Context: an optimization exercise on an open-source flow, tuned for small area, a short achievable clock period and few clock cycles. The choices shown serve that exercise and are no tape-out recipe. At most, simulation tests tie the RTL to the original design; equivalence was not proved. For runs 4 to 6, only the layout was checked, not whether the RTL still works. Power is estimated from default activity; no workload was simulated.

<file path="flow/design.v">
module pae_a_encoder (
    input  wire       clk,
    input  wire       rst,
    input  wire       start,
    input  wire [3:0] cfg_width,
    input  wire       cfg_swap,
    input  wire [1:0] cfg_mode,
    output wire       busy,
    output wire       done,
    input  wire       in_valid,
    input  wire [7:0] in_data,
    output wire       in_ready,
    output wire       out_valid,
    output wire [7:0] out_data,
    input  wire       out_ready
);
    reg        act;             
    reg        dn;              
    reg [3:0]  wm1;             
    reg [1:0]  md;
    reg        plane;
    reg        first;           
    reg        fin;             
    reg [2:0]  ca;              
    reg [3:0]  cb, cc;
    reg        last;            
    reg [7:0]  ib, ib2;
    reg        ibv, ib2v;
    reg        irdy;            
    reg        rle;             
    reg [12:0] m;               
    reg [3:0]  kt;              
    reg [1:0]  ph;              
    reg [7:0]  chk;
    reg [3:0]  cln;
    reg        cv;
    reg        ctl;             
    reg        xr;              
    reg [14:0] acc;
    reg [3:0]  lvl;
    assign busy      = act;
    assign done      = dn;
    assign out_valid = lvl[3];
    assign out_data  = acc[14:7];
    assign in_ready  = irdy;
    wire [1:0] p0 = ib[7:6], p1 = ib[5:4], p2 = ib[3:2], p3 = ib[1:0];
    wire z0 = (p0 == 2'd0), z1 = (p1 == 2'd0), z2 = (p2 == 2'd0), z3 = (p3 == 2'd0);
    wire allz = z0 & z1 & z2 & z3;
    wire [2:0] lz = !z0 ? 3'd0 : !z1 ? 3'd1 : !z2 ? 3'd2 : !z3 ? 3'd3 : 3'd4;
    wire [10:0] mh = m[12:2];
    reg  [10:0] mhi;
    integer j;
    always @(*) begin
        mhi[0] = !mh[0];
        for (j = 1; j < 11; j = j + 1)
            mhi[j] = mh[j] ^ (&(mh | ~((11'd1 << j) - 11'd1)));
    end
    wire        c  = lz[2] || (lz[1:0] == 2'd3 && m[1:0] != 2'd0) ||
                     (lz[1:0] == 2'd2 && m[1]) || (lz[1:0] == 2'd1 && m[1:0] == 2'd3);
    wire [1:0]  lo = m[1:0] + lz[1:0];
    wire [12:0] mp = {c ? mhi : mh, lo};
    wire        xo = c && ((mh[10:1] & ~mh[9:0]) == 10'd0);
    wire [3:0] ktn = kt + {3'd0, xo};
    wire       big = (ktn > 4'd6);                            
    wire       bg  = (kt > 4'd6);
    wire [2:0] qs  = (bg ? 3'd5 : 3'd7) - kt[2:0];            
    wire [6:0] qv  = bg ? m[12:6] : m[6:0];
    wire [6:0] qa  = qv << qs;                                 
    wire [7:0] rc  = xr ? {2'b10, qa[6:1]} : {1'b0, qa};
    wire [3:0] rcl = 4'd8 - {1'b0, qs} + {3'd0, xr};
    reg [7:0] h0; reg [3:0] l0;
    reg [7:0] h1; reg [3:0] l1;
    reg [7:0] t1; reg [3:0] tl;
    always @(*) begin
        h0 = 8'd0; l0 = 4'd0;
        if (z0) begin
            if (!rle) l0 = 4'd2;
        end else begin
            h0 = {p0, 6'd0}; l0 = 4'd2;
        end
        if (z1) begin
            if (!z0) l0 = l0 + 4'd2;
        end else if (z0 && !rle) begin
            h0 = {4'b0000, p1, 2'b00}; l0 = 4'd6;              
        end else begin
            h0 = h0 | ({p1, 6'd0} >> l0); l0 = l0 + 4'd2;
        end
    end
    always @(*) begin
        h1 = 8'd0; l1 = 4'd0;
        if (z2) begin
            if (!z1) l1 = 4'd2;
        end else if (z1 && !(rle && z0)) begin
            h1 = {1'b0, z0, p2, 4'd0}; l1 = 4'd4;             
        end else begin
            h1 = {p2, 6'd0}; l1 = 4'd2;
        end
        if (z3) begin
            if (!z2) l1 = l1 + 4'd2;
        end else if (z2 && !(rle && z0 && z1)) begin
            if (z1 && z0) begin                                
                h1 = {4'b1000, p3, 2'b00}; l1 = 4'd6;          
            end else begin
                h1 = h1 | ({1'b0, z1, p3, 4'd0} >> l1); l1 = l1 + 4'd4;
            end
        end else begin
            h1 = h1 | ({p3, 6'd0} >> l1); l1 = l1 + 4'd2;
        end
        t1 = 8'd0; tl = 4'd0;
        if (z3 && !(rle && allz)) begin
            if (!z2) begin                                     
                if (last) tl = 4'd2;
            end else if (!z1) begin                            
                if (last) begin t1 = 8'b01_000000; tl = 4'd2; end
            end else if (!z0) begin                            
                if (last) begin t1 = 8'b1000_0000; tl = 4'd4; end
                else      begin t1 = 8'b1_0000000; tl = 4'd1; end
            end else begin                                     
                if (last) begin t1 = 8'b1001_0000; tl = 4'd4; end
                else      begin t1 = 8'b1_0000000; tl = 4'd1; end
            end
        end
        h1 = h1 | (t1 >> l1);
        l1 = l1 + tl;
    end
    wire [7:0] hb = h0 | (h1 >> l0);
    wire [3:0] lb = l0 + l1;
    reg lng;
    always @(*) begin
        case ({rle, last, z0, z1, z2, z3})
        6'b00_0010, 6'b00_0100, 6'b00_0101, 6'b00_1000, 6'b00_1001, 6'b00_1010,
        6'b01_0001, 6'b01_0010, 6'b01_0100, 6'b01_0101, 6'b01_1000, 6'b01_1001,
        6'b01_1010, 6'b01_1011, 6'b01_1101,
        6'b10_0010, 6'b10_0100, 6'b10_0101,
        6'b11_0001, 6'b11_0010, 6'b11_0100, 6'b11_0101:
            lng = 1'b1;
        default:
            lng = 1'b0;
        endcase
    end
    wire tail_st  = !first && ph == 2'd0 && rle && (!allz || last);
    wire zero_st  = !first && ph == 2'd0 && rle && allz && !last;
    wire short_st = !first && (ph[1] || (ph == 2'd0 && !rle));
    wire consume  = zero_st || (short_st && (ph == 2'd3 || !lng));
    reg  [7:0] ch;
    reg  [3:0] cl;
    always @(*) begin
        ch = 8'd0; cl = 4'd0;
        if (first) begin
            if (!plane)          begin ch = {!z0, 7'd0};              cl = 4'd1; end
            else if (md == 2'd0) begin ch = {1'b0, !z0, 6'd0};        cl = 4'd2; end
            else                 begin ch = {1'b1, md[1], !z0, 5'd0}; cl = 4'd3; end
        end else if (ph == 2'd1) begin
            ch = {m[5:0], 2'b00}; cl = 4'd6;
        end else if (tail_st) begin
            ch = 8'd0; cl = 4'd0;
        end else if (zero_st) begin
            ch = {xo, 7'd0}; cl = {3'd0, xo};
        end else if (ph == 2'd3) begin
            ch = h1; cl = l1;
        end else if (lng) begin
            ch = h0; cl = l0;
        end else begin
            ch = hb; cl = lb;
        end
    end
    wire        pop   = lvl[3] && out_ready;
    wire        ins   = cv && (!lvl[3] || out_ready);
    wire [14:0] acc_s = pop ? {acc[6:0], 8'd0} : acc;
    wire [3:0]  lvl_s = pop ? {1'b0, lvl[2:0]} : lvl;
    wire [7:0]  ech   = ctl ? rc : chk;
    wire [3:0]  ecl   = ctl ? rcl : cln;
    wire [14:0] acc_n = ins ? (acc_s | ({ech, 7'd0} >> lvl[2:0])) : acc_s;
    wire [3:0]  lvl_a = ins ? (lvl_s + ecl) : lvl_s;
    wire        fl    = fin && (!cv || ins);                  
    wire [3:0]  lvl_n = (fl && lvl_a != 4'd0 && !lvl_a[3]) ? 4'd8 : lvl_a;
    wire go   = act && !fin && ibv && (!cv || ins);
    wire take = go && consume;
    wire ib2v_nx = act && !take && ((in_valid && irdy && ibv) || ib2v);
    wire act_nx  = act ? !(fl && lvl_n == 4'd0) : start;
    always @(posedge clk) begin
        if (rst) irdy <= 1'b0;
        else     irdy <= act_nx && !ib2v_nx;
    end
    always @(posedge clk) begin
        if (rst) begin
            act  <= 1'b0;
            dn   <= 1'b0;
            lvl  <= 4'd0;
            ibv  <= 1'b0;
            ib2v <= 1'b0;
            cv   <= 1'b0;
        end else begin
            dn <= 1'b0;
            if (act) begin
                if (take) begin
                    if (ib2v) begin
                        ib   <= ib2;
                        ib2v <= 1'b0;
                    end else if (in_valid && in_ready) begin
                        ib   <= in_data;
                    end else begin
                        ibv  <= 1'b0;
                    end
                end else if (in_valid && in_ready) begin
                    if (ibv) begin
                        ib2  <= in_data;
                        ib2v <= 1'b1;
                    end else begin
                        ib   <= in_data;
                        ibv  <= 1'b1;
                    end
                end
                acc <= acc_n;
                lvl <= lvl_n;
                if (go) begin
                    chk <= ch;
                    cln <= cl;
                    ctl <= tail_st;
                    xr  <= xo;
                    cv  <= 1'b1;
                end else if (ins) begin
                    cv  <= 1'b0;
                end
                if (go) begin
                    if (first) begin
                        first <= 1'b0;
                        rle   <= z0;
                        m     <= 13'd1;
                        kt    <= 4'd1;
                    end else if (take) begin
                        ph <= 2'd0;
                        if (zero_st) begin
                            m  <= mp;
                            kt <= ktn;
                        end else begin
                            kt  <= (z3 && z2 && z1) ? 4'd2 : 4'd1;
                            rle <= z3;
                            m   <= (!z3) ? 13'd1 : (!z2) ? 13'd2 : (!z1) ? 13'd3 :
                                   (!z0) ? 13'd4 : 13'd5;
                        end
                        ca <= ca - 3'd1;
                        last <= (ca == 3'd1) && (cb == 4'd0) && (cc == 4'd0);
                        if (ca == 3'd0) begin
                            cb <= cb - 4'd1;
                            if (cb == 4'd0) begin
                                cb <= wm1;
                                cc <= cc - 4'd1;
                                if (cc == 4'd0) cc <= wm1;
                            end
                        end
                        if (last) begin
                            if (!plane) begin
                                plane <= 1'b1;
                                first <= 1'b1;
                            end else begin
                                fin <= 1'b1;
                            end
                        end
                    end else if (tail_st) begin
                        m  <= mp;
                        kt <= ktn;
                        ph <= big ? 2'd1 : 2'd2;
                    end else if (ph == 2'd1) begin
                        ph <= 2'd2;
                    end else begin
                        ph <= 2'd3;
                    end
                end
                if (fl && lvl_n == 4'd0) begin
                    act <= 1'b0;
                    dn  <= 1'b1;
                end
            end
            if (start && !act) begin
                act   <= 1'b1;
                wm1   <= cfg_width - 4'd1;
                md    <= cfg_mode;
                ca    <= 3'd7;
                cb    <= cfg_width - 4'd1;
                cc    <= cfg_width - 4'd1;
                last  <= 1'b0;
                plane <= 1'b0;
                first <= 1'b1;
                fin   <= 1'b0;
                ph    <= 2'd0;
                acc   <= {cfg_width, cfg_width, cfg_swap, 6'd0};
                lvl   <= 4'd9;
            end
        end
    end
endmodule
</file>
<file path="flow/run.sh">
#!/bin/bash
# synth_recipe.tcl (not shown) runs the flow's synth.tcl, then flattens the netlist and writes it again
# the make line also repeats each setting of config.mk as NAME=value (left out here)
make -C /OpenROAD-flow-scripts/flow DESIGN_CONFIG=/design/flow/config.mk WORK_HOME=/design/flow/orfs CLKGATE_MAP_FILE= SYNTH_SCRIPT=/design/flow/synth_recipe.tcl finish
</file>
<file path="flow/config.mk">
export PLATFORM = sky130hd
export DESIGN_NAME = pae_a_encoder
export DESIGN_NICKNAME = pae_a_encoder
export VERILOG_FILES = /design/flow/design.v
export SDC_FILE = /design/flow/constraint.sdc
export NUM_CORES = 4
export LEC_CHECK = 0
export ABC_AREA = 1
export CAP_MARGIN = 20
export CORE_MARGIN = 2
export CORE_UTILIZATION = 40
export CTS_BUF_LIST = sky130_fd_sc_hd__clkbuf_8
export PLACE_DENSITY = 0.4
export SETUP_SLACK_MARGIN = 4.1
export SLEW_MARGIN = 20
</file>
<file path="flow/constraint.sdc">
create_clock -name core_clock -period 7.0 [get_ports {clk}]
set_input_delay 1.4000 -clock core_clock [delete_from_list [all_inputs] [get_ports {clk}]]
set_output_delay 1.4000 -clock core_clock [all_outputs]
set_load 0.01 [all_outputs]
</file>
==> metrics.cfg, run 1 <==
[placement]
placed_cells=1091
hpwlAfterDp_um=13600
place_area_um2=7190
port_buffers=31
finalWeightedCongestion=0.865

[sta]
rsz0062_at_grt=yes
worstMarginPinSlew_ns=0.773
hold_violations=0
fin_crit_sh_pct=40.7
max_freq_ghz=0.351
setup_violations=0
max_slew_margin_pct=48.4
slew_viol_final=0
fin_tns_setup_ns=0
period_needed_ns=2.85
fin_worst_skew_ns=0.0234

[floorplanning]
die_h_um=134
dieArea_um2=17900
start_util_pct=40.7
rows=47
ios=32
core_area_um2=16500
dieWidth_um=134

[yosys]
syn-instance-count=871
synth_flop_cell=edfxtp_1
yosysUniqueCellTypes=52
synth_area_per_cell_um2=7.73
yosysSeqAreaShare_pct=41.3
synth_edf_count=86
async_reset_ff_share_pct=0
syn_area_um2=6730
ys_seq_elements=96
synthesis.nets=918
synth.yosys.warnings=1

[final_layout]
fillers=1693
stdcell_count=1163
stdcell_area_um2=8160
area_growth_pct=21.2
final_cell_mix=nand2_1 (188), nand3_1 (98), inv_1 (96)
insertedDiodeCount=0
layout_commonest_cell=nand2_1
nets=985
utilization_pct=49.4
drive_gt1_share_pct=18.6

[setup_path]
cp_data_arrival_time_ns=3.14
path_cells=clkdlybuf4s50_1 -> nor2_4 -> nor2_4 -> inv_2 -> o21ai_1 -> inv_1 -> nor2_1 -> inv_1 -> nor3_4 -> nand2_2 -> o21ai_2 -> nor2_1
rrSetupSlack_ns=4.18
path_max_fanout=5
critPathLaunchType=primary input
required_ns=7.29
path_class=primary input to flip-flop
critPathMaxStageDelay_ns=0.53
slowest_stage=clkdlybuf4s50_1
crit_path_end_kind=flip-flop

[clock_network]
cts.clk_slew.worst_paths_ns=0.10
clock-sinks=96
cts_tree=done
clock_latency_ns=0.40
cts-root-buf=clkbuf_8
ctsHoldBuffers=0
cts.htree.levels=3
cts-buffers-inserted=9
clockBufferDepth=2

[outcome]
status=complete, no violations

[route]
drt_wl_total_um=18600
vias=6130
vias_per_cell=5.27
firstDrtPassIters=5
wl_per_cell_um=16.0
postRouteAntennaNets=0
drc=0
drt_iter0_drc=513

[job]
max_cap_viol_count=0

[grt]
track_usage_pct=21.1
antenna_found_initial=0
grt_max_degree=23
grt_pass1_vias=5889
grt_first_pass_wirelength_um=29900
overflow=0

[pwr]
power.density_nw_per_um2=145
ir_worst_vdd_uv=83.1
leakagePower_nw=3.46
power_w=0.00118

[hold_path]
hold_path.class=flip-flop to flip-flop

==> power breakdown <==
group	switching, W	leakage (nW)	total, W	internal [W]
Clock	0.000226	0.0952	0.000370	0.000144
Combinational	0.0000914	2.49	0.000154	0.0000625
Sequential	0.0000147	0.869	0.000658	0.000643
==> metal layers <==
metal / up-vias / part of all wire, % / track usage [%]
met4: 0 / 1.7 / 7.57
li1: 3085 / - / -
met3: 24 / 3.0 / 2.78
met1: 2899 / 49 / 29.1
met5: - / 0 / 0
met2: 122 / 47 / 33.9
==> logic make-up after synthesis <==
logic type	synth area share (%)
XOR/XNOR	1.43
adder cells (fa/ha/maj)	5.35
AO/OA/AOI/OAI	13.2
multiplexers	0.446
flip-flops	41.3
buffers and inverters	9.44
AND/OR/NAND/NOR	28.8
==> final timing paths <==
check        startpoint   end  depth (start not counted)
max           out_ready  irdy                         12
min                 ibv   ibv                          2
min reg2reg         ibv   ibv                          2
max reg2reg       kt[0]  irdy                         15
==> cells in the mapped netlist, types with 2 or more instances <==
cell | n | area, µm²
nand3_1 | 99 | 495
a31oi_1 | 6 | 37.5
buf_6 | 3 | 33.8
dfxtp_1 | 10 | 200
or2_2 | 6 | 37.5
buf_4 | 8 | 60.1
clkbuf_1 | 14 | 52.6
a211oi_2 | 2 | 25.0
nor2_1 | 71 | 267
o31ai_1 | 2 | 15.0
inv_2 | 8 | 30.0
ha_1 | 24 | 300
a21oi_1 | 54 | 270
inv_1 | 106 | 398
nand2_2 | 6 | 37.5
clkinv_1 | 3 | 11.3
nand3_2 | 3 | 30.0
a31o_2 | 2 | 17.5
mux2i_1 | 3 | 30.0
a211oi_1 | 3 | 22.5
edfxtp_1 | 86 | 2580
nand4_1 | 15 | 93.8
fa_1 | 3 | 60.1
nand2_1 | 195 | 732
o211ai_1 | 5 | 37.5
nor2_2 | 4 | 25.0
o2111ai_1 | 3 | 26.3
o21ai_0 | 51 | 255
buf_2 | 7 | 35.0
nor2_4 | 3 | 33.8
nor3_1 | 17 | 85.1
xnor2_1 | 2 | 17.5
o21ai_1 | 17 | 85.1
xor2_1 | 9 | 78.8
nand2_4 | 4 | 45.0
==> critical path, delay by kind of cell <==
kind            cells  cell delay (ns)
buf+inv             4             0.76
compound gates      2             0.32
simple gates        6             0.64
==> stage by stage <==
step / hold slack (ns) / worst slack (ns)
after floorplan: 0.451 / 4.11
after global placement: 0.468 / 3.31
after detailed placement: 0.472 / 3.23
after CTS: 0.487 / 4.10
after global routing: 0.520 / 4.04
final: 0.482 / 4.15
==> final cells by class <==
type / count / area, µm² / share of cell area (%)
Sequential cell: 96 / 2790 / 34.2
Clock buffer: 10 / 138 / 1.69
Multi-Input combinational cell: 623 / 3650 / 44.7
Clock inverter: 6 / 50.0 / 0.613
Inverter: 118 / 458 / 5.61
Tap cell: 220 / 275 / 3.37
Timing Repair Buffer: 90 / 803 / 9.85
==> state kept, by name, indices dropped and copies added, names as in the netlist, 2 cells and up <==
name,cells
acc,15
m,13
chk,8
ib2,8
ib,8
cb,4
cc,4
cln,4
kt,4
lvl,4
wm1,4
ca,3
md,2
ph,2
==> timing repair <==
action / 4_1_cts / 5_1_grt
resized for setup: 45 / 40
setup endpoints to repair: 109 / 64
gates cloned: 1 / 0
buffers inserted: 26 / 29
pin swaps: 16 / 26
Testbench counts, summed over its fixed seeds: cycles 57,578.
==> run 2, diff against run 1 <==
--- a/flow/config.mk
+++ b/flow/config.mk
@@ -9,7 +9,7 @@
 export CAP_MARGIN = 20
 export CORE_MARGIN = 2
-export CORE_UTILIZATION = 40
+export CORE_UTILIZATION = 50
 export CTS_BUF_LIST = sky130_fd_sc_hd__clkbuf_8
-export PLACE_DENSITY = 0.4
+export PLACE_DENSITY = 0.7
 export SETUP_SLACK_MARGIN = 4.1
 export SLEW_MARGIN = 20
==> metrics.cfg, run 2 <==
[setup_path]
rr_endpoint=irdy
r2r_start=kt[1]
path_max_fanout=5
critPathLaunch=kt[1]
critPathLaunchType=flip-flop
cp_data_arrival_time_ns=3.15
path_cells=nand3_4 -> nand2_8 -> ha_4 -> ha_4 -> nand2_2 -> nand2_4 -> ha_4 -> a21o_1 -> a21oi_2 -> inv_2 -> o21ai_2 -> nand2_2 -> nor3_2 -> nand2_1 -> o21ai_2 -> nor2_1
cp_common_cell=ha_4
cp-endpoint=irdy
r2r_cells=16
required_ns=7.28
rrSetupSlack_ns=4.13
crit_path_end_kind=flip-flop
slowest_stage=edfxtp_1
critPathMaxStageDelay_ns=0.45
path_class=flip-flop to flip-flop

[final_layout]
drive_gt1_share_pct=18.0
largest_register_ffs=15
nets=981
insertedDiodeCount=0
utilization_pct=61.2
regMostFlops=acc
area_growth_pct=19.8
stdcell_area_um2=8070
reg_top3=acc: 15 flops, m: 13 flops
final_cell_mix=nand2_1 (188), nand3_1 (98), inv_1 (96)
layout_commonest_cell=nand2_1

[pwr]
leakagePower_nw=3.43
seqPwrFrac_pct=54.2
comb_power_share_pct=12.2
ir_worst_vdd_uv=121
p_sw_share_pct=24.7
power.density_nw_per_um2=150
p_int_w=0.000912
pwr-share-clk_pct=33.6
switching_power_w=0.000300

[placement]
finalWeightedCongestion=0.943
port_buffers=31
hpwlAfterDp_um=11700
place_area_um2=7130

[floorplanning]
rows=42
core_area_um2=13200
die_h_um=120
dieArea_um2=14400
start_util_pct=51.0
dieWidth_um=120
ios=32

[route]
drc=0
vias=6204
drt_wl_total_um=17000
firstDrtPassIters=5
postRouteAntennaNets=0
drt_iter0_drc=444
vias_per_cell=5.57
wl_per_cell_um=15.2

[sta]
worstMarginPinSlew_ns=0.755
holdWs_ns=0.502
slew_viol_final=0
period_needed_ns=2.87
setup_violations=0
max_freq_ghz=0.349
fin_worst_skew_ns=0.0203
fin_crit_sh_pct=41.0
rsz0062_at_grt=yes
max_slew_margin_pct=49.6
fin_tns_setup_ns=0
hold_violations=0

[clock_network]
cts-buffers-inserted=9
cts-root-buf=clkbuf_8
ctsHoldBuffers=0
clock_latency_ns=0.39
clockBufferDepth=2
cts.htree.levels=3
cts.clk_slew.worst_paths_ns=0.10
cts_tree=done
clock-sinks=96

[yosys]
synthTopCellsByCount=nand2_1 (195), inv_1 (106), nand3_1 (99)
synthesis.nets=918
yosysUniqueCellTypes=52
async_reset_ff_share_pct=0
syn-instance-count=871
syn_area_um2=6730
synth_top_cell_area_share_pct=38.4
synth.most_common_cell=nand2_1
synth_area_leaders=edfxtp_1 (38%), nand2_1 (11%), nand3_1 (7.4%)
synth_largest_area_cell=edfxtp_1
synth_flop_cell=edfxtp_1
synth_edf_count=86
synth_area_per_cell_um2=7.73
ys_seq_elements=96
yosysSeqAreaShare_pct=41.3
synth.yosys.warnings=1

[grt]
grt_first_pass_wirelength_um=26600
grt_pass1_vias=5520
overflow=0
grt_max_degree=22
antenna_found_initial=0
track_usage_pct=23.1

[hold_path]
hold_path.class=flip-flop to flip-flop
whs_path_depth=2

[outcome]
status=complete, no violations

[job]
max_cap_viol_count=0

==> run 2: cell count changes in the layout (fill, tap and decap cells not counted), moves of 2 or more <==
cell             change
buf_6                -3
bufinv_16            +2
clkdlybuf4s50_1      -2
clkinvlp_4           +2
dlymetal6s2s_1       +2
nor2_1               +2
nor2_4               -2
==> run 2: kinds of logic after synthesis <==
kind of cell | synth area share [%]
xor gates and xnor gates | 1.43
AOI/OAI and AO/OA | 13.2
adders and majority gates | 5.35
and+or+nand+nor | 28.8
muxes | 0.446
buffers and inverters | 9.44
DFF | 41.3
==> run 2: final cells by class <==
class	count	area, µm²
Fill cell	1156	5120
Multi-Input combinational cell	624	3630
Sequential cell	96	2780
Timing Repair Buffer	84	742
Inverter	118	463
Tap cell	176	220
Clock buffer	10	138
Clock inverter	5	81.3
Timing Repair inverter	1	7.51
==> run 2: how the worst min path moves through the flow <==
stage               startpoint  endpoint  slack [ns]
global route              ib2v      ib2v        0.54
detailed placement         ibv       ibv        0.49
global placement           ibv       ibv        0.48
finish                     ibv       ibv        0.50
floorplan                  ibv       ibv        0.45
CTS                        ibv       ibv        0.50
==> run 2: critical path: cells and delay by family, from the launching register on <==
family	cells	cell delay (ns)
simple gates	8	0.84
fa+ha+maj	3	0.71
compound gates	4	0.70
flops	1	0.45
buf+inv	1	0.06
==> run 2: timing repair <==
| action | 4_1_cts | 5_1_grt |
|---|---|---|
| resized for setup | 20 | 60 |
| cloned | 1 | 1 |
| endpoints found under the setup margin | 86 | 82 |
| buffers inserted | 13 | 38 |
| pin swaps | 3 | 31 |
==> run 2: routing by layer <==
layer	vias up	track usage, %	share of wire [%]
li1	3086	-	-
met1	2883	31.1	44
met2	196	38.0	48
met3	39	3.14	5.8
met4	0	8.75	2.5
met5	-	0	0
==> run 2: metrics by stage <==
step	std cells	power [W]	setup WS [ns]
floorplan	871	0.000758	4.11
global placement	1046	0.000801	3.34
detailed placement	1046	0.000802	3.25
CTS	1075	0.00121	3.93
global route	1114	0.00126	3.99
finish	1114	0.00121	4.13
==> run 2: power by group through the flow <==
stage	clock network, W	registers (W)	logic [W]
2_1_floorplan	0	0.000664	0.0000944
3_3_place_gp	0	0.000670	0.000131
3_5_place_dp	0	0.000670	0.000133
4_1_cts	0.000417	0.000657	0.000138
5_1_grt	0.000439	0.000660	0.000164
6_report	0.000407	0.000657	0.000148
==> run 3, diff against run 2 <==
--- a/flow/config.mk
+++ b/flow/config.mk
@@ -9,7 +9,7 @@
 export CAP_MARGIN = 20
 export CORE_MARGIN = 2
-export CORE_UTILIZATION = 50
+export CORE_UTILIZATION = 40
 export CTS_BUF_LIST = sky130_fd_sc_hd__clkbuf_8
-export PLACE_DENSITY = 0.7
+export PLACE_DENSITY = 0.5
 export SETUP_SLACK_MARGIN = 4.1
 export SLEW_MARGIN = 20
==> metrics.cfg, run 3 <==
[clock_network]
cts.clk_slew.worst_paths_ns=0.10
cts_tree=done
cts-buffers-inserted=9
ctsHoldBuffers=0
clock-sinks=96
cts.htree.levels=3
clockBufferDepth=2
clock_latency_ns=0.40
cts-root-buf=clkbuf_8

[final_layout]
final_cell_mix=nand2_1 (189), nand3_1 (99), inv_1 (95)
insertedDiodeCount=0
layout_commonest_cell=nand2_1
drive_gt1_share_pct=17.8
regMostFlops=acc
nets=977
reg_top3=acc: 15 flops, m: 13 flops
multi_input_area_um2=3650
regArea_um2=2790
fillers=1625
area_growth_pct=19.7
largest_register_ffs=15
stdcell_count=1155

[sta]
max_freq_ghz=0.354
slew_viol_final=0
setup_violations=0
hold_violations=0
fin_tns_setup_ns=0
rsz0062_at_grt=yes
period_needed_ns=2.82
fin_worst_skew_ns=0.0201
max_slew_margin_pct=56.3
worstMarginPinSlew_ns=0.654
fin_crit_sh_pct=40.3

[hold_path]
whs_path_depth=2
hold_path.class=flip-flop to flip-flop

[setup_path]
rrSetupSlack_ns=4.18
cp-endpoint=irdy
path_class=flip-flop to flip-flop
path_max_fanout=8
r2r_cells=16
critPathLaunchType=flip-flop
cp.buffers_inverters=1
cp_data_arrival_time_ns=3.11
rr_endpoint=irdy
required_ns=7.29
cp_top_family=simple AND/OR/NAND/NOR gates
worst-path-stages=16
critPathMaxStageDelay_ns=0.48
slowest_stage=edfxtp_1
r2r_start=kt[2]
critPathLaunch=kt[2]
path_cells=nand3_4 -> nand2_8 -> ha_4 -> ha_4 -> nand2_1 -> nand2_2 -> ha_4 -> a21o_1 -> a21oi_2 -> inv_2 -> o21ai_4 -> nand2_2 -> nor3_2 -> nand2_1 -> o21ai_2 -> nor2_1
crit_path_end_kind=flip-flop
cp_common_cell=ha_4

[floorplanning]
start_util_pct=40.7
rows=47
core_area_um2=16500
ios=32
dieWidth_um=134
dieArea_um2=17900
die_h_um=134

[yosys]
synth_top_cell_area_share_pct=38.4
synth_largest_area_cell=edfxtp_1
yosys.area_share.simple_pct=28.8
ys_seq_elements=96
synthAdderAreaFrac_pct=5.35
synth_compound_area_share_pct=13.2
synth_flop_cell=edfxtp_1
synth.most_common_cell=nand2_1
synthesis.nets=918
async_reset_ff_share_pct=0
synth_area_per_cell_um2=7.73
yosysUniqueCellTypes=52
synth_top_family_by_area=simple AND/OR/NAND/NOR gates
synth_xor_xnor_area_share_pct=1.43
synth.yosys.warnings=1
syn-instance-count=871
synthTopCellsByCount=nand2_1 (195), inv_1 (106), nand3_1 (99)
yosysSeqAreaShare_pct=41.3
syn_area_um2=6730
synth.mux.area_fraction_pct=0.446
synth_edf_count=86
synth_area_leaders=edfxtp_1 (38%), nand2_1 (11%), nand3_1 (7.4%)

[grt]
grt_max_degree=21
grt_pass1_vias=5756
antenna_found_initial=0
overflow=0
grt_first_pass_wirelength_um=29800
track_usage_pct=21.2

[route]
vias=6114
wl_per_cell_um=16.1
postRouteAntennaNets=0
vias_per_cell=5.29
drt_iter0_drc=406
drt_wl_total_um=18600
drc=0
firstDrtPassIters=5

[placement]
placed_cells=1089
finalWeightedCongestion=0.930
hpwlAfterDp_um=13300
port_buffers=31

[job]
max_cap_viol_count=0

[pwr]
leakagePower_nw=3.39
ir_worst_vdd_uv=94.8
power.density_nw_per_um2=144

[outcome]
status=complete, no violations

-- run 3: cell count changes in the layout (fill, tap and decap cells not counted), sizes merged, moves of 2 or more --
| cell | change |
|---|---|
| buf | -5 |
| bufinv | -2 |
| clkinv | +2 |
| clkinvlp | +2 |
-- run 3: cells by family (layout without fill, tap and decap cells) --
kind of cell	count (synthesis)	count (layout)
muxes	3	3
xor gates and xnor gates	11	11
and+or+nand+nor	427	428
AOI/OAI and AO/OA	155	155
DFF	96	96
buffers and inverters	152	215
adders and majority gates	27	27
-- run 3: repair_timing --
item,CTS,global route
pin swaps,11,27
setup buffers,21,26
gates cloned,2,1
gates resized for setup,43,41
endpoints found under the setup margin,110,92
-- run 3: final cells by class --
type	count	area share [%]
well taps	220	3.42
clock buffers	9	1.54
repair buffers	79	8.60
inverters	118	5.71
flip-flops and latches	96	34.6
clock inverters	7	0.652
multi-input cells	624	45.3
repair inverters	2	0.155
-- run 3: worst min-delay path by stage --
stage	from	endpoint	slack, ns
floorplan	ibv	ibv	0.45
global placement	ibv	ibv	0.47
detailed placement	ibv	ibv	0.47
CTS	ibv	ibv	0.48
global route	ibv	ibv	0.53
finish	ibv	ibv	0.48
-- run 3: routing by layer --
metal,up-vias,GRT usage [%],wire [µm]
met5,-,0,0
met4,0,5.91,325
met3,22,3.08,576
met2,141,34.7,8790
met1,2881,29.2,8940
li1,3070,-,-
-- run 3: stage by stage --
stage	hold WS (ns)	worst slack (ns)	area (µm²)	utilization (%)	total power, W
global route	0.526	4.01	8060	48.8	0.00122
floorplan	0.451	4.11	6770	-	0.000758
CTS	0.481	4.04	7690	46.6	0.00117
global placement	0.468	3.32	7170	43.4	0.000804
finish	0.478	4.18	8060	48.8	0.00116
detailed placement	0.466	3.24	7170	43.4	0.000805
-- run 3: report_power, final --
part	total, W	switching, W	internal (W)
logic	0.000150	0.0000904	0.0000600
clock network	0.000355	0.000223	0.000132
registers	0.000657	0.0000144	0.000643
total	0.00116	0.000327	0.000836
-- run 3: worst register-to-register path: stages, from the launching register on --
cell and delay [ns]:
edfxtp_1 0.48, nand3_4 0.15, nand2_8 0.08, ha_4 0.30, ha_4 0.19, nand2_1 0.07, nand2_2 0.08, ha_4 0.22
a21o_1 0.18, a21oi_2 0.14, inv_2 0.07, o21ai_4 0.15, nand2_2 0.08, nor3_2 0.19, nand2_1 0.12, o21ai_2 0.17
nor2_1 0.06
==> run 4, diff against run 3 <==
--- a/flow/design.v
+++ b/flow/design.v
@@ -47,4 +47,5 @@
     wire z0 = (p0 == 2'd0), z1 = (p1 == 2'd0), z2 = (p2 == 2'd0), z3 = (p3 == 2'd0);
     wire allz = z0 & z1 & z2 & z3;
+    wire fz0  = ibv ? z0 : (in_data[7:6] == 2'd0);
     wire [2:0] lz = !z0 ? 3'd0 : !z1 ? 3'd1 : !z2 ? 3'd2 : !z3 ? 3'd3 : 3'd4;
     wire [10:0] mh = m[12:2];
@@ -148,7 +149,7 @@
         ch = 8'd0; cl = 4'd0;
         if (first) begin
-            if (!plane)          begin ch = {!z0, 7'd0};              cl = 4'd1; end
-            else if (md == 2'd0) begin ch = {1'b0, !z0, 6'd0};        cl = 4'd2; end
-            else                 begin ch = {1'b1, md[1], !z0, 5'd0}; cl = 4'd3; end
+            if (!plane)          begin ch = {!fz0, 7'd0};              cl = 4'd1; end
+            else if (md == 2'd0) begin ch = {1'b0, !fz0, 6'd0};        cl = 4'd2; end
+            else                 begin ch = {1'b1, md[1], !fz0, 5'd0}; cl = 4'd3; end
         end else if (ph == 2'd1) begin
             ch = {m[5:0], 2'b00}; cl = 4'd6;
@@ -175,5 +176,5 @@
     wire        fl    = fin && (!cv || ins);                  
     wire [3:0]  lvl_n = (fl && lvl_a != 4'd0 && !lvl_a[3]) ? 4'd8 : lvl_a;
-    wire go   = act && !fin && ibv && (!cv || ins);
+    wire go   = act && !fin && (ibv || (first && in_valid && irdy)) && (!cv || ins);
     wire take = go && consume;
     wire ib2v_nx = act && !take && ((in_valid && irdy && ibv) || ib2v);
@@ -226,5 +227,5 @@
                     if (first) begin
                         first <= 1'b0;
-                        rle   <= z0;
+                        rle   <= fz0;
                         m     <= 13'd1;
                         kt    <= 4'd1;
==> metrics.cfg, run 4 <==
[final_layout]
stdcell_count=1149
final_cell_mix=nand2_1 (160), nand3_1 (109), inv_1 (103)
drive_gt1_share_pct=19.7
nets=971
reg_top3=acc: 15 flops, m: 13 flops
regMostFlops=acc
insertedDiodeCount=0
layout_commonest_cell=nand2_1
area_growth_pct=22.5
largest_register_ffs=15
stdcell_area_um2=8230

[setup_path]
r2r_start=ib[5]
crit_path_end_kind=flip-flop
r2r_cells=12
cp_data_arrival_time_ns=3.06
path_max_fanout=7
critPathLaunchType=flip-flop
required_ns=7.14
rr_endpoint=cln[2]
cp-endpoint=cln[2]
rrSetupSlack_ns=4.08
critPathLaunch=ib[5]
path_class=flip-flop to flip-flop

[placement]
hpwlAfterDp_um=13100
port_buffers=31
place_area_um2=7210
finalWeightedCongestion=0.860
placed_cells=1073

[yosys]
yosysSeqAreaShare_pct=41.4
synth_area_leaders=edfxtp_1 (38%), nand2_1 (9.4%), nand3_1 (8.3%)
ys_seq_elements=96
synthTopCellsByCount=nand2_1 (168), nand3_1 (111), inv_1 (109)
synth_edf_count=86
synth_top_cell_area_share_pct=38.4
synth.most_common_cell=nand2_1
synth.yosys.warnings=1
async_reset_ff_share_pct=0
synthesis.nets=897
syn_area_um2=6720
synth_area_per_cell_um2=7.91
synth_flop_cell=edfxtp_1
yosysUniqueCellTypes=51
syn-instance-count=850
synth_largest_area_cell=edfxtp_1

[sta]
fin_tns_setup_ns=0
worstMarginPinSlew_ns=0.651
period_needed_ns=2.92
rsz0062_at_grt=yes
max_freq_ghz=0.343
hold_violations=0
slew_viol_final=0
max_slew_margin_pct=56.6
setup_violations=0
fin_worst_skew_ns=0.0160
fin_crit_sh_pct=41.7

[floorplanning]
start_util_pct=40.7
die_h_um=134
dieWidth_um=134
rows=47
ios=32
core_area_um2=16500
dieArea_um2=17900

[pwr]
power.density_nw_per_um2=144
power_w=0.00119
ir_worst_vdd_uv=79.6
leakagePower_nw=3.47

[grt]
grt_max_degree=28
track_usage_pct=20.5
antenna_found_initial=0
overflow=0
grt_pass1_vias=5900
grt_first_pass_wirelength_um=29300

[clock_network]
clock_latency_ns=0.39
cts-buffers-inserted=9
clock-sinks=96
cts.htree.levels=3
cts_tree=done
cts.clk_slew.worst_paths_ns=0.11
ctsHoldBuffers=0
clockBufferDepth=2
cts-root-buf=clkbuf_8

[route]
drt_iter0_drc=455
drc=0
vias=6079
firstDrtPassIters=5
postRouteAntennaNets=0
wl_per_cell_um=15.7
drt_wl_total_um=18000
vias_per_cell=5.29

[hold_path]
hold_path.class=flip-flop to flip-flop

[outcome]
status=complete, no violations

[job]
max_cap_viol_count=0

-- run 4: cells by family after synthesis --
kind of cell             synth area share [%]
flip-flops                               41.4
multiplexers                             1.45
AO/OA/AOI/OAI                            12.7
XOR/XNOR                                 1.43
AND/OR/NAND/NOR                          28.5
adder cells (fa/ha/maj)                  5.36
buffers and inverters                    9.17
-- run 4: power breakdown --
| part | leakage, nW | internal [W] | total (W) | switching (W) |
|---|---|---|---|---|
| Combinational | 2.51 | 0.0000636 | 0.000158 | 0.0000943 |
| Clock | 0.0944 | 0.000145 | 0.000368 | 0.000223 |
| Sequential | 0.872 | 0.000644 | 0.000660 | 0.0000154 |
-- run 4: cell type report --
class	count	area [µm²]
Fill cell	1602	8290
Multi-Input combinational cell	605	3680
Sequential cell	96	2790
Timing Repair Buffer	92	818
Inverter	120	483
Tap cell	220	275
Clock buffer	10	138
Clock inverter	6	51.3
-- run 4: timing repair --
action | CTS | global route
setup buffers | 33 | 26
resized for setup | 47 | 46
gates cloned | 1 | 0
pin swaps | 15 | 33
endpoints found under the setup margin | 106 | 75
-- run 4: through the flow --
stage          setup WS, ns  hold WS, ns  utilization (%)
3_5_place_dp           3.05        0.475             43.6
3_3_place_gp           3.09        0.495             43.6
2_1_floorplan          4.02        0.454                -
5_1_grt                3.95        0.528             49.8
4_1_cts                4.07        0.490             47.5
6_report               4.08        0.503             49.8
-- run 4: worst min path at each step --
stage,from,endpoint,cells after the start
global route,cv,cv,2
CTS,cv,cv,2
detailed placement,cv,cv,2
finish,cv,cv,2
global placement,cv,cv,2
floorplan,cv,cv,2
-- run 4: critical path: stages (launching register included) --
cell and delay (ns):
edfxtp_1 0.46, nor2_4 0.21, buf_4 0.16, nand2_4 0.09
nor2_4 0.17, inv_1 0.09, nor2_2 0.10, nand2_1 0.08
fa_1 0.52, inv_1 0.06, fa_1 0.43, o211ai_1 0.21
a21oi_1 0.09
-- run 4: per-layer routing --
metal  GRT usage (%)  vias up  wire, µm
met1            28.3     2879      8620
met3            2.51       31       543
li1                -     3049         -
met4            7.15        0       381
met5               0        -         0
met2            33.4      120      8480
==> run 5, diff against run 4 <==
--- a/flow/design.v
+++ b/flow/design.v
@@ -27,5 +27,4 @@
     reg [7:0]  ib, ib2;
     reg        ibv, ib2v;
-    reg        irdy;            
     reg        rle;             
     reg [12:0] m;               
@@ -39,13 +38,14 @@
     reg [14:0] acc;
     reg [3:0]  lvl;
+    reg [7:0]  obuf;            
+    reg        ofull;
     assign busy      = act;
     assign done      = dn;
-    assign out_valid = lvl[3];
-    assign out_data  = acc[14:7];
-    assign in_ready  = irdy;
+    assign out_valid = ofull;
+    assign out_data  = obuf;
+    assign in_ready  = act && !ib2v;
     wire [1:0] p0 = ib[7:6], p1 = ib[5:4], p2 = ib[3:2], p3 = ib[1:0];
     wire z0 = (p0 == 2'd0), z1 = (p1 == 2'd0), z2 = (p2 == 2'd0), z3 = (p3 == 2'd0);
     wire allz = z0 & z1 & z2 & z3;
-    wire fz0  = ibv ? z0 : (in_data[7:6] == 2'd0);
     wire [2:0] lz = !z0 ? 3'd0 : !z1 ? 3'd1 : !z2 ? 3'd2 : !z3 ? 3'd3 : 3'd4;
     wire [10:0] mh = m[12:2];
@@ -149,7 +149,7 @@
         ch = 8'd0; cl = 4'd0;
         if (first) begin
-            if (!plane)          begin ch = {!fz0, 7'd0};              cl = 4'd1; end
-            else if (md == 2'd0) begin ch = {1'b0, !fz0, 6'd0};        cl = 4'd2; end
-            else                 begin ch = {1'b1, md[1], !fz0, 5'd0}; cl = 4'd3; end
+            if (!plane)          begin ch = {!z0, 7'd0};              cl = 4'd1; end
+            else if (md == 2'd0) begin ch = {1'b0, !z0, 6'd0};        cl = 4'd2; end
+            else                 begin ch = {1'b1, md[1], !z0, 5'd0}; cl = 4'd3; end
         end else if (ph == 2'd1) begin
             ch = {m[5:0], 2'b00}; cl = 4'd6;
@@ -166,22 +166,14 @@
         end
     end
-    wire        pop   = lvl[3] && out_ready;
-    wire        ins   = cv && (!lvl[3] || out_ready);
-    wire [14:0] acc_s = pop ? {acc[6:0], 8'd0} : acc;
-    wire [3:0]  lvl_s = pop ? {1'b0, lvl[2:0]} : lvl;
+    wire        ins   = cv && !lvl[3];
     wire [7:0]  ech   = ctl ? rc : chk;
     wire [3:0]  ecl   = ctl ? rcl : cln;
-    wire [14:0] acc_n = ins ? (acc_s | ({ech, 7'd0} >> lvl[2:0])) : acc_s;
-    wire [3:0]  lvl_a = ins ? (lvl_s + ecl) : lvl_s;
+    wire [14:0] acc_i = ins ? (acc | ({ech, 7'd0} >> lvl[2:0])) : acc;
+    wire [3:0]  lvl_i = ins ? (lvl + ecl) : lvl;
     wire        fl    = fin && (!cv || ins);                  
-    wire [3:0]  lvl_n = (fl && lvl_a != 4'd0 && !lvl_a[3]) ? 4'd8 : lvl_a;
-    wire go   = act && !fin && (ibv || (first && in_valid && irdy)) && (!cv || ins);
+    wire        oroom = !ofull || out_ready;
+    wire        push  = oroom && (lvl_i[3] || (fl && lvl_i != 4'd0));
+    wire go   = act && !fin && ibv && (!cv || !lvl[3]);
     wire take = go && consume;
-    wire ib2v_nx = act && !take && ((in_valid && irdy && ibv) || ib2v);
-    wire act_nx  = act ? !(fl && lvl_n == 4'd0) : start;
-    always @(posedge clk) begin
-        if (rst) irdy <= 1'b0;
-        else     irdy <= act_nx && !ib2v_nx;
-    end
     always @(posedge clk) begin
         if (rst) begin
@@ -189,4 +181,5 @@
             dn   <= 1'b0;
             lvl  <= 4'd0;
+            ofull <= 1'b0;
             ibv  <= 1'b0;
             ib2v <= 1'b0;
@@ -213,6 +206,14 @@
                     end
                 end
-                acc <= acc_n;
-                lvl <= lvl_n;
+                if (push) begin
+                    obuf  <= acc_i[14:7];
+                    ofull <= 1'b1;
+                    acc   <= {acc_i[6:0], 8'd0};
+                    lvl   <= {1'b0, lvl_i[2:0] & {3{lvl_i[3]}}};
+                end else begin
+                    if (out_ready) ofull <= 1'b0;
+                    acc   <= acc_i;
+                    lvl   <= lvl_i;
+                end
                 if (go) begin
                     chk <= ch;
@@ -227,5 +228,5 @@
                     if (first) begin
                         first <= 1'b0;
-                        rle   <= fz0;
+                        rle   <= z0;
                         m     <= 13'd1;
                         kt    <= 4'd1;
@@ -269,5 +270,5 @@
                     end
                 end
-                if (fl && lvl_n == 4'd0) begin
+                if (fl && !push && lvl_i == 4'd0 && oroom) begin
                     act <= 1'b0;
                     dn  <= 1'b1;
--- a/flow/config.mk
+++ b/flow/config.mk
@@ -10,6 +10,5 @@
 export CORE_MARGIN = 2
 export CORE_UTILIZATION = 40
-export CTS_BUF_LIST = sky130_fd_sc_hd__clkbuf_8
-export PLACE_DENSITY = 0.5
-export SETUP_SLACK_MARGIN = 4.1
+export PLACE_DENSITY = 0.6
+export SETUP_SLACK_MARGIN = 3.5
 export SLEW_MARGIN = 20
==> metrics.cfg, run 5 <==
[outcome]
status=complete, no violations

[hold_path]
min_from=ibv
hold_path.class=flip-flop to flip-flop

[sta]
slew_viol_final=0
fin_crit_sh_pct=47.3
setup_violations=0
fin_tns_setup_ns=0
worstMarginPinSlew_ns=0.776
holdWs_ns=0.499
rsz0062_at_grt=no
period_needed_ns=3.31
hold_violations=0
fin_worst_skew_ns=0.0184
max_freq_ghz=0.302
max_slew_margin_pct=48.3

[floorplanning]
rows=48
ios=32
die_h_um=137
dieArea_um2=18800
dieWidth_um=137
core_area_um2=17300
start_util_pct=41.0

[grt]
use_met3_pct=2.70
track_usage_pct=18.5
overflow=0
grt_first_pass_wirelength_um=27300
antenna_found_initial=0
grt.met2_usage_pct=29.5
use_met1_pct=25.6
grt_max_degree=23
grt_busiest_layer=met2
grt_pass1_vias=5506

[pwr]
power.density_nw_per_um2=167
ir_worst_vdd_uv=150
leakagePower_nw=3.46

[yosys]
syn_area_um2=7090
synth_flop_cell=edfxtp_1
synth.yosys.warnings=1
yosysSeqAreaShare_pct=42.6
yosysUniqueCellTypes=56
ys_seq_elements=104
async_reset_ff_share_pct=0
syn-instance-count=903
synth_edf_count=94
synth_area_per_cell_um2=7.85
synth_area_leaders=edfxtp_1 (40%), nand2_1 (11%), inv_1 (6.7%)
synthTopCellsByCount=nand2_1 (214), inv_1 (126), edfxtp_1 (94)
synth.most_common_cell=nand2_1
synth_largest_area_cell=edfxtp_1
synth_top_cell_area_share_pct=39.8
synthesis.nets=951

[final_layout]
largest_register_ffs=15
fillers=1716
insertedDiodeCount=0
reg_top3=acc: 15 flops, m: 13 flops
area_growth_pct=13.1
regMostFlops=acc
nets=987
stdcell_area_um2=8020
final_cell_mix=nand2_1 (213), inv_1 (124), edfxtp_1 (94)
utilization_pct=46.4
drive_gt1_share_pct=10.3
layout_commonest_cell=nand2_1

[setup_path]
required_ns=7.12
r2r_cells=16
rr_endpoint=acc[13]
path_cells=nand3_4 -> nand2_8 -> ha_4 -> ha_1 -> nand2_1 -> nand2_1 -> fa_1 -> o21ai_0 -> nand3_1 -> nand3_1 -> nand2_4 -> nand2_4 -> nand2_4 -> clkinv_4 -> a21oi_1 -> nand2_1
path_max_fanout=10
cp_data_arrival_time_ns=3.43
crit_path_end_kind=flip-flop
critPathMaxStageDelay_ns=0.50
rrSetupSlack_ns=3.69
cp-endpoint=acc[13]
path_class=flip-flop to flip-flop
critPathLaunch=kt[2]
slowest_stage=fa_1
r2r_start=kt[2]
critPathLaunchType=flip-flop

[route]
firstDrtPassIters=5
drt_iter0_drc=474
wl_per_cell_um=14.2
vias=5999
drc=0
vias_per_cell=5.13
drt_wl_total_um=16600
postRouteAntennaNets=0

[clock_network]
clock_latency_ns=0.36
cts-buffers-inserted=9
cts_tree=done
cts.htree.levels=3
cts.clk_slew.worst_paths_ns=0.08
cts-root-buf=clkbuf_16
clockBufferDepth=2
clock-sinks=104

[placement]
finalWeightedCongestion=0.897
place_area_um2=7610
hpwlAfterDp_um=12700
port_buffers=31

[job]
max_cap_viol_count=0

run 5: cell count changes after synthesis, moves of 8 or more:
cell	delta
nand4_1	-9
nand3_1	-21
nand2_1	+46
inv_1	+17
nand3_2	+8
clkbuf_1	-8
edfxtp_1	+8
run 5: layout make-up:
class,count,area [µm²],share of cell area [%]
Timing Repair Buffer,42,393,4.90
Clock inverter,6,50.0,0.624
Sequential cell,104,3020,37.7
Multi-Input combinational cell,645,3510,43.7
Timing Repair inverter,1,5.00,0.0624
Inverter,136,529,6.60
Clock buffer,10,229,2.86
Tap cell,225,282,3.51
run 5: metrics by stage:
| stage | setup WS [ns] | total power, W | cells |
|---|---|---|---|
| global route | 3.49 | 0.00139 | 1169 |
| global placement | 3.16 | 0.000860 | 1144 |
| finish | 3.69 | 0.00134 | 1169 |
| CTS | 3.51 | 0.00135 | 1162 |
| floorplan | 3.66 | 0.000815 | 903 |
| detailed placement | 3.12 | 0.000862 | 1144 |
run 5: layer usage:
metal	up-vias	wire length, µm
met4	0	342
met3	22	618
li1	3092	-
met1	2754	7950
met2	131	7700
met5	-	0
run 5: how the worst min path moves through the flow:
stage	endpoint	depth (start not counted)
4_1_cts	ibv	2
5_1_grt	ofull	2
2_1_floorplan	ibv	2
3_5_place_dp	ibv	2
6_report	ibv	2
3_3_place_gp	ofull	2
run 5: logic make-up after synthesis:
family / synth area share, %
flip-flops: 42.6
XOR/XNOR: 1.11
buffers and inverters: 8.65
adder cells (fa/ha/maj): 5.26
AO/OA/AOI/OAI: 11.9
AND/OR/NAND/NOR: 30.5
run 5: repair_timing:
item | 4_1_cts | 5_1_grt
hold buffers | 0 | 0
gates resized for setup | 7 | 7
setup endpoints to repair | 41 | 33
cloned | 0 | 1
hold endpoints to repair | 0 | 0
buffers inserted | 2 | 6
run 5: where the power goes:
| part | switching [W] | leakage [nW] | internal, W |
|---|---|---|---|
| sequential | 0.0000113 | 0.946 | 0.000699 |
| combinational | 0.0000894 | 2.38 | 0.0000511 |
| clock | 0.000239 | 0.135 | 0.000247 |
| total | 0.000340 | 3.46 | 0.000997 |
run 5: critical path, delay by kind of cell, from the launching register on:
| family | cells | cell delay [ns] |
|---|---|---|
| fa+ha+maj | 3 | 1.09 |
| flops | 1 | 0.49 |
| simple gates | 10 | 1.10 |
| buf+inv | 1 | 0.11 |
| compound gates | 2 | 0.30 |
==> run 6, diff against run 5 <==
--- a/flow/design.v
+++ b/flow/design.v
@@ -34,14 +34,10 @@
     reg [3:0]  cln;
     reg        cv;
-    reg        ctl;             
-    reg        xr;              
     reg [14:0] acc;
     reg [3:0]  lvl;
-    reg [7:0]  obuf;            
-    reg        ofull;
     assign busy      = act;
     assign done      = dn;
-    assign out_valid = ofull;
-    assign out_data  = obuf;
+    assign out_valid = lvl[3];
+    assign out_data  = acc[14:7];
     assign in_ready  = act && !ib2v;
     wire [1:0] p0 = ib[7:6], p1 = ib[5:4], p2 = ib[3:2], p3 = ib[1:0];
@@ -51,9 +47,12 @@
     wire [10:0] mh = m[12:2];
     reg  [10:0] mhi;
+    reg         all1;
     integer j;
     always @(*) begin
-        mhi[0] = !mh[0];
-        for (j = 1; j < 11; j = j + 1)
-            mhi[j] = mh[j] ^ (&(mh | ~((11'd1 << j) - 11'd1)));
+        all1 = 1'b1;
+        for (j = 0; j < 11; j = j + 1) begin
+            mhi[j] = mh[j] ^ all1;
+            all1   = all1 & mh[j];
+        end
     end
     wire        c  = lz[2] || (lz[1:0] == 2'd3 && m[1:0] != 2'd0) ||
@@ -62,12 +61,39 @@
     wire [12:0] mp = {c ? mhi : mh, lo};
     wire        xo = c && ((mh[10:1] & ~mh[9:0]) == 10'd0);
-    wire [3:0] ktn = kt + {3'd0, xo};
-    wire       big = (ktn > 4'd6);                            
-    wire       bg  = (kt > 4'd6);
-    wire [2:0] qs  = (bg ? 3'd5 : 3'd7) - kt[2:0];            
-    wire [6:0] qv  = bg ? m[12:6] : m[6:0];
+    reg  [3:0] kk;
+    reg        big;
+    reg  [2:0] qs;
+    reg  [3:0] ql;
+    always @(*) begin
+        case ({kt, xo})
+        5'b0001_0: begin kk = 4'd1;  big = 1'b0; qs = 3'd6; ql = 4'd2; end
+        5'b0001_1: begin kk = 4'd2;  big = 1'b0; qs = 3'd5; ql = 4'd4; end
+        5'b0010_0: begin kk = 4'd2;  big = 1'b0; qs = 3'd5; ql = 4'd3; end
+        5'b0010_1: begin kk = 4'd3;  big = 1'b0; qs = 3'd4; ql = 4'd5; end
+        5'b0011_0: begin kk = 4'd3;  big = 1'b0; qs = 3'd4; ql = 4'd4; end
+        5'b0011_1: begin kk = 4'd4;  big = 1'b0; qs = 3'd3; ql = 4'd6; end
+        5'b0100_0: begin kk = 4'd4;  big = 1'b0; qs = 3'd3; ql = 4'd5; end
+        5'b0100_1: begin kk = 4'd5;  big = 1'b0; qs = 3'd2; ql = 4'd7; end
+        5'b0101_0: begin kk = 4'd5;  big = 1'b0; qs = 3'd2; ql = 4'd6; end
+        5'b0101_1: begin kk = 4'd6;  big = 1'b0; qs = 3'd1; ql = 4'd8; end
+        5'b0110_0: begin kk = 4'd6;  big = 1'b0; qs = 3'd1; ql = 4'd7; end
+        5'b0110_1: begin kk = 4'd7;  big = 1'b1; qs = 3'd6; ql = 4'd3; end
+        5'b0111_0: begin kk = 4'd7;  big = 1'b1; qs = 3'd6; ql = 4'd2; end
+        5'b0111_1: begin kk = 4'd8;  big = 1'b1; qs = 3'd5; ql = 4'd4; end
+        5'b1000_0: begin kk = 4'd8;  big = 1'b1; qs = 3'd5; ql = 4'd3; end
+        5'b1000_1: begin kk = 4'd9;  big = 1'b1; qs = 3'd4; ql = 4'd5; end
+        5'b1001_0: begin kk = 4'd9;  big = 1'b1; qs = 3'd4; ql = 4'd4; end
+        5'b1001_1: begin kk = 4'd10; big = 1'b1; qs = 3'd3; ql = 4'd6; end
+        5'b1010_0: begin kk = 4'd10; big = 1'b1; qs = 3'd3; ql = 4'd5; end
+        5'b1010_1: begin kk = 4'd11; big = 1'b1; qs = 3'd2; ql = 4'd7; end
+        5'b1011_0: begin kk = 4'd11; big = 1'b1; qs = 3'd2; ql = 4'd6; end
+        5'b1011_1: begin kk = 4'd12; big = 1'b1; qs = 3'd1; ql = 4'd8; end
+        default:   begin kk = 4'd12; big = 1'b1; qs = 3'd1; ql = 4'd7; end
+        endcase
+    end
+    wire [6:0] qv  = big ? mp[12:6] : mp[6:0];
     wire [6:0] qa  = qv << qs;                                 
-    wire [7:0] rc  = xr ? {2'b10, qa[6:1]} : {1'b0, qa};
-    wire [3:0] rcl = 4'd8 - {1'b0, qs} + {3'd0, xr};
+    wire [7:0] rc  = xo ? {2'b10, qa[6:1]} : {1'b0, qa};
+    wire [3:0] rcl = ql;
     reg [7:0] h0; reg [3:0] l0;
     reg [7:0] h1; reg [3:0] l1;
@@ -155,5 +181,5 @@
             ch = {m[5:0], 2'b00}; cl = 4'd6;
         end else if (tail_st) begin
-            ch = 8'd0; cl = 4'd0;
+            ch = rc; cl = rcl;
         end else if (zero_st) begin
             ch = {xo, 7'd0}; cl = {3'd0, xo};
@@ -166,13 +192,13 @@
         end
     end
-    wire        ins   = cv && !lvl[3];
-    wire [7:0]  ech   = ctl ? rc : chk;
-    wire [3:0]  ecl   = ctl ? rcl : cln;
-    wire [14:0] acc_i = ins ? (acc | ({ech, 7'd0} >> lvl[2:0])) : acc;
-    wire [3:0]  lvl_i = ins ? (lvl + ecl) : lvl;
+    wire        pop   = lvl[3] && out_ready;
+    wire        ins   = cv && (!lvl[3] || out_ready);
+    wire [14:0] acc_s = pop ? {acc[6:0], 8'd0} : acc;
+    wire [3:0]  lvl_s = pop ? {1'b0, lvl[2:0]} : lvl;
+    wire [14:0] acc_n = ins ? (acc_s | ({chk, 7'd0} >> lvl[2:0])) : acc_s;
+    wire [3:0]  lvl_a = ins ? (lvl_s + cln) : lvl_s;
     wire        fl    = fin && (!cv || ins);                  
-    wire        oroom = !ofull || out_ready;
-    wire        push  = oroom && (lvl_i[3] || (fl && lvl_i != 4'd0));
-    wire go   = act && !fin && ibv && (!cv || !lvl[3]);
+    wire [3:0]  lvl_n = (fl && lvl_a != 4'd0 && !lvl_a[3]) ? 4'd8 : lvl_a;
+    wire go   = act && !fin && ibv && (!cv || ins);
     wire take = go && consume;
     always @(posedge clk) begin
@@ -181,5 +207,4 @@
             dn   <= 1'b0;
             lvl  <= 4'd0;
-            ofull <= 1'b0;
             ibv  <= 1'b0;
             ib2v <= 1'b0;
@@ -206,19 +231,9 @@
                     end
                 end
-                if (push) begin
-                    obuf  <= acc_i[14:7];
-                    ofull <= 1'b1;
-                    acc   <= {acc_i[6:0], 8'd0};
-                    lvl   <= {1'b0, lvl_i[2:0] & {3{lvl_i[3]}}};
-                end else begin
-                    if (out_ready) ofull <= 1'b0;
-                    acc   <= acc_i;
-                    lvl   <= lvl_i;
-                end
+                acc <= acc_n;
+                lvl <= lvl_n;
                 if (go) begin
                     chk <= ch;
                     cln <= cl;
-                    ctl <= tail_st;
-                    xr  <= xo;
                     cv  <= 1'b1;
                 end else if (ins) begin
@@ -235,5 +250,5 @@
                         if (zero_st) begin
                             m  <= mp;
-                            kt <= ktn;
+                            kt <= kk;
                         end else begin
                             kt  <= (z3 && z2 && z1) ? 4'd2 : 4'd1;
@@ -262,5 +277,5 @@
                     end else if (tail_st) begin
                         m  <= mp;
-                        kt <= ktn;
+                        kt <= kk;
                         ph <= big ? 2'd1 : 2'd2;
                     end else if (ph == 2'd1) begin
@@ -270,5 +285,5 @@
                     end
                 end
-                if (fl && !push && lvl_i == 4'd0 && oroom) begin
+                if (fl && lvl_n == 4'd0) begin
                     act <= 1'b0;
                     dn  <= 1'b1;
--- a/flow/config.mk
+++ b/flow/config.mk
@@ -6,9 +6,8 @@
 export NUM_CORES = 4
 export LEC_CHECK = 0
-export ABC_AREA = 1
 export CAP_MARGIN = 20
 export CORE_MARGIN = 2
 export CORE_UTILIZATION = 40
 export PLACE_DENSITY = 0.6
-export SETUP_SLACK_MARGIN = 3.5
+export SETUP_SLACK_MARGIN = 3.0
 export SLEW_MARGIN = 20
==> metrics.cfg, run 6 <==
[sta]
period_needed_ns=3.92
holdWs_ns=0.540
rsz0062_at_grt=yes
slew_viol_final=0
max_slew_margin_pct=34.3
fin_worst_skew_ns=0.00838
setup_violations=0
hold_violations=0
fin_crit_sh_pct=56.0
fin_tns_setup_ns=0
worstMarginPinSlew_ns=0.977
max_freq_ghz=0.255

[route]
vias=6152
firstDrtPassIters=5
vias_per_cell=5.97
wl_per_cell_um=18.4
drc=0
drt_iter0_drc=416
drt_wl_total_um=18900
postRouteAntennaNets=0

[clock_network]
cts.clk_slew.worst_paths_ns=0.07
cts-root-buf=clkbuf_16
clockBufferDepth=2
clock-sinks=93
cts.htree.levels=3
cts-buffers-inserted=9
ctsHoldBuffers=0
cts_tree=done
clock_latency_ns=0.36

[yosys]
synth_area_per_cell_um2=9.03
synth.mux.area_fraction_pct=6.22
synth.most_common_cell=edfxtp_1
yosysSeqAreaShare_pct=38.0
yosysUniqueCellTypes=89
synthesis.nets=840
synthAdderAreaFrac_pct=5.94
synth_edf_count=84
synth_compound_area_share_pct=23.1
synth_area_leaders=edfxtp_1 (35%), ha_1 (5.1%), mux2i_1 (4.6%)
synth_top_family_by_area=compound AO/OA/AOI/OAI gates
async_reset_ff_share_pct=0
ys_seq_elements=93
synth_flop_cell=edfxtp_1
synth_top_cell_area_share_pct=35.4
synthTopCellsByCount=edfxtp_1 (84), nand2_1 (81), nor2_1 (69)
syn-instance-count=788
synth.yosys.warnings=1
syn_area_um2=7120
yosys.area_share.simple_pct=19.8
synth_largest_area_cell=edfxtp_1
synth_xor_xnor_area_share_pct=0.985

[grt]
overflow=0
antenna_found_initial=0
grt_first_pass_wirelength_um=30500
grt_max_degree=27
grt_pass1_vias=5848
track_usage_pct=20.4

[final_layout]
final_cell_mix=edfxtp_1 (84), nand2_1 (81), nor2_1 (69)
reg_top3=acc: 15 flops, m: 13 flops
largest_register_ffs=15
insertedDiodeCount=0
area_growth_pct=13.4
nets=852
regMostFlops=acc
stdcell_count=1030
utilization_pct=46.5
layout_commonest_cell=edfxtp_1
drive_gt1_share_pct=11.9

[hold_path]
whs_path_depth=1
hold_path.class=flip-flop to flip-flop
min_from=ib2[7]
hold_path_end=ib[7]

[floorplanning]
core_area_um2=17400
dieWidth_um=137
start_util_pct=41.0
dieArea_um2=18900
die_h_um=137
rows=48
ios=32

[setup_path]
path_class=flip-flop to flip-flop
rrSetupSlack_ns=3.08
rr_endpoint=chk[5]
critPathLaunchType=flip-flop
path_max_fanout=9
crit_path_end_kind=flip-flop
required_ns=7.11
r2r_start=ib[3]
cp_data_arrival_time_ns=4.03
r2r_cells=18

[placement]
finalWeightedCongestion=0.966
placed_cells=994
port_buffers=31
hpwlAfterDp_um=13600

[pwr]
power_w=0.00131
power.density_nw_per_um2=162
ir_worst_vdd_uv=129
leakagePower_nw=2.94

[job]
max_cap_viol_count=0

[outcome]
status=complete, no violations

==> run 6: cell types whose count changed after synthesis, moves of 10 or more <==
cell and delta:
nand2_2 -11, nand2_1 -133, nand2b_1 +12, o21ai_0 -20, a31oi_1 +11, nor2_1 -14, mux2i_1 +33, a21oi_1 +13
a211oi_1 +15, clkbuf_1 +25, edfxtp_1 -10, nand3_1 -63, inv_1 -95, nor2b_1 +13
==> run 6: repair_timing <==
action,4_1_cts,5_1_grt
pin swaps,3,3
resized for setup,11,14
buffers inserted,12,8
cloned,0,0
setup endpoints to repair,25,23
==> run 6: cell type report <==
| type | instances | area [µm²] |
|---|---|---|
| clock buffer | 9 | 225 |
| inverter | 32 | 126 |
| fill | 1638 | 9290 |
| clock inverter | 7 | 65.1 |
| multi-input combinational | 602 | 4100 |
| sequential | 93 | 2700 |
| tap | 225 | 282 |
| timing repair buffer | 62 | 568 |
==> run 6: worst max-delay path, stage by stage, from the launching register on <==
cell and delay [ns]:
edfxtp_1 0.40, or2_4 0.32, inv_4 0.11, ha_2 0.21, and2_4 0.17, o2111ai_4 0.17
nand2_4 0.12, nand2b_4 0.11, ha_1 0.22, and3b_2 0.31, nor3_1 0.07, buf_4 0.21
buf_4 0.14, buf_4 0.14, mux2i_1 0.11, a221oi_1 0.33, a211o_1 0.16, o211ai_1 0.08
a221o_1 0.27
==> run 6: report_power, final <==
part | internal, W | switching, W
clock network | 0.000250 | 0.000239
logic | 0.0000726 | 0.0000957
registers | 0.000629 | 0.0000213
total | 0.000952 | 0.000356
==> run 6: how the worst max path moves through the flow <==
stage	end	slack, ns	from	depth (start not counted)
after floorplan	chk[5]	3.01	ib[0]	18
after global placement	chk[5]	2.23	ib[3]	16
after detailed placement	chk[5]	2.07	ib[3]	16
after CTS	chk[5]	3.04	ib[3]	17
after global routing	chk[5]	2.87	ib[3]	17
final	chk[5]	3.08	ib[3]	18
==> run 6: cells by family (layout without fill, tap and decap cells) <==
group	count (synthesis)	after routing
flops	93	93
mux	43	43
simple gates	285	285
xor+xnor	8	8
compound gates	234	234
fa+ha+maj	32	32
buf+inv	93	110
==> run 6: routing by layer <==
metal	routed length, µm	track usage, %	share of wire [%]	up-vias
met1	8620	28.0	46	2920
met5	0	0	0	-
met3	1110	3.86	5.9	39
li1	-	-	-	2960
met2	8710	32.4	46	233
met4	472	6.93	2.5	0
==> run 6: metrics by stage <==
stage | area (µm²) | setup WS [ns]
CTS | 7950 | 3.04
global placement | 7500 | 2.23
finish | 8070 | 3.08
detailed placement | 7500 | 2.07
global route | 8070 | 2.87
floorplan | 7130 | 3.01

==> static timing again, ports no longer ideal <==
In the flow no input, the clock included, has a driving cell. The finished layouts below were timed again as built, in two steps.
Step 1, drivers: a clkbuf_16 drives clk and a buf_2 each remaining input, both assumed.
Step 2 also shifts input and output timing later by t, the mid clock arrival at the registers, as if the neighbouring blocks saw the same clock.
Slacks: ideal / step 1 / step 2; pairs: ideal / step 1.
| run | t (ns) | setup slack, ns | worst setup path after step 2 | latest minus earliest clock arrival (ns) |
|---|---|---|---|---|
| run 1 | 0.429 | 4.154 / 4.148 / 3.740 | input to register | 0.024 / 0.024 |
| run 2 | 0.414 | 4.133 / 4.133 / 3.783 | input to register | 0.026 / 0.026 |
| run 3 | 0.422 | 4.178 / 4.174 / 3.776 | input to register | 0.021 / 0.021 |
| run 4 | 0.421 | 4.081 / 4.081 / 3.765 | input to register | 0.017 / 0.017 |
| run 5 | 0.396 | 3.690 / 3.686 / 3.397 | input to register | 0.019 / 0.019 |
| run 6 | 0.396 | 3.078 / 3.078 / 3.056 | input to register | 0.008 / 0.009 |
After both steps setup and hold are still met in every run listed. For run 1, which loses most, drivers alone change the setup slack by -0.006 ns; drivers and shift together by -0.414 ns.
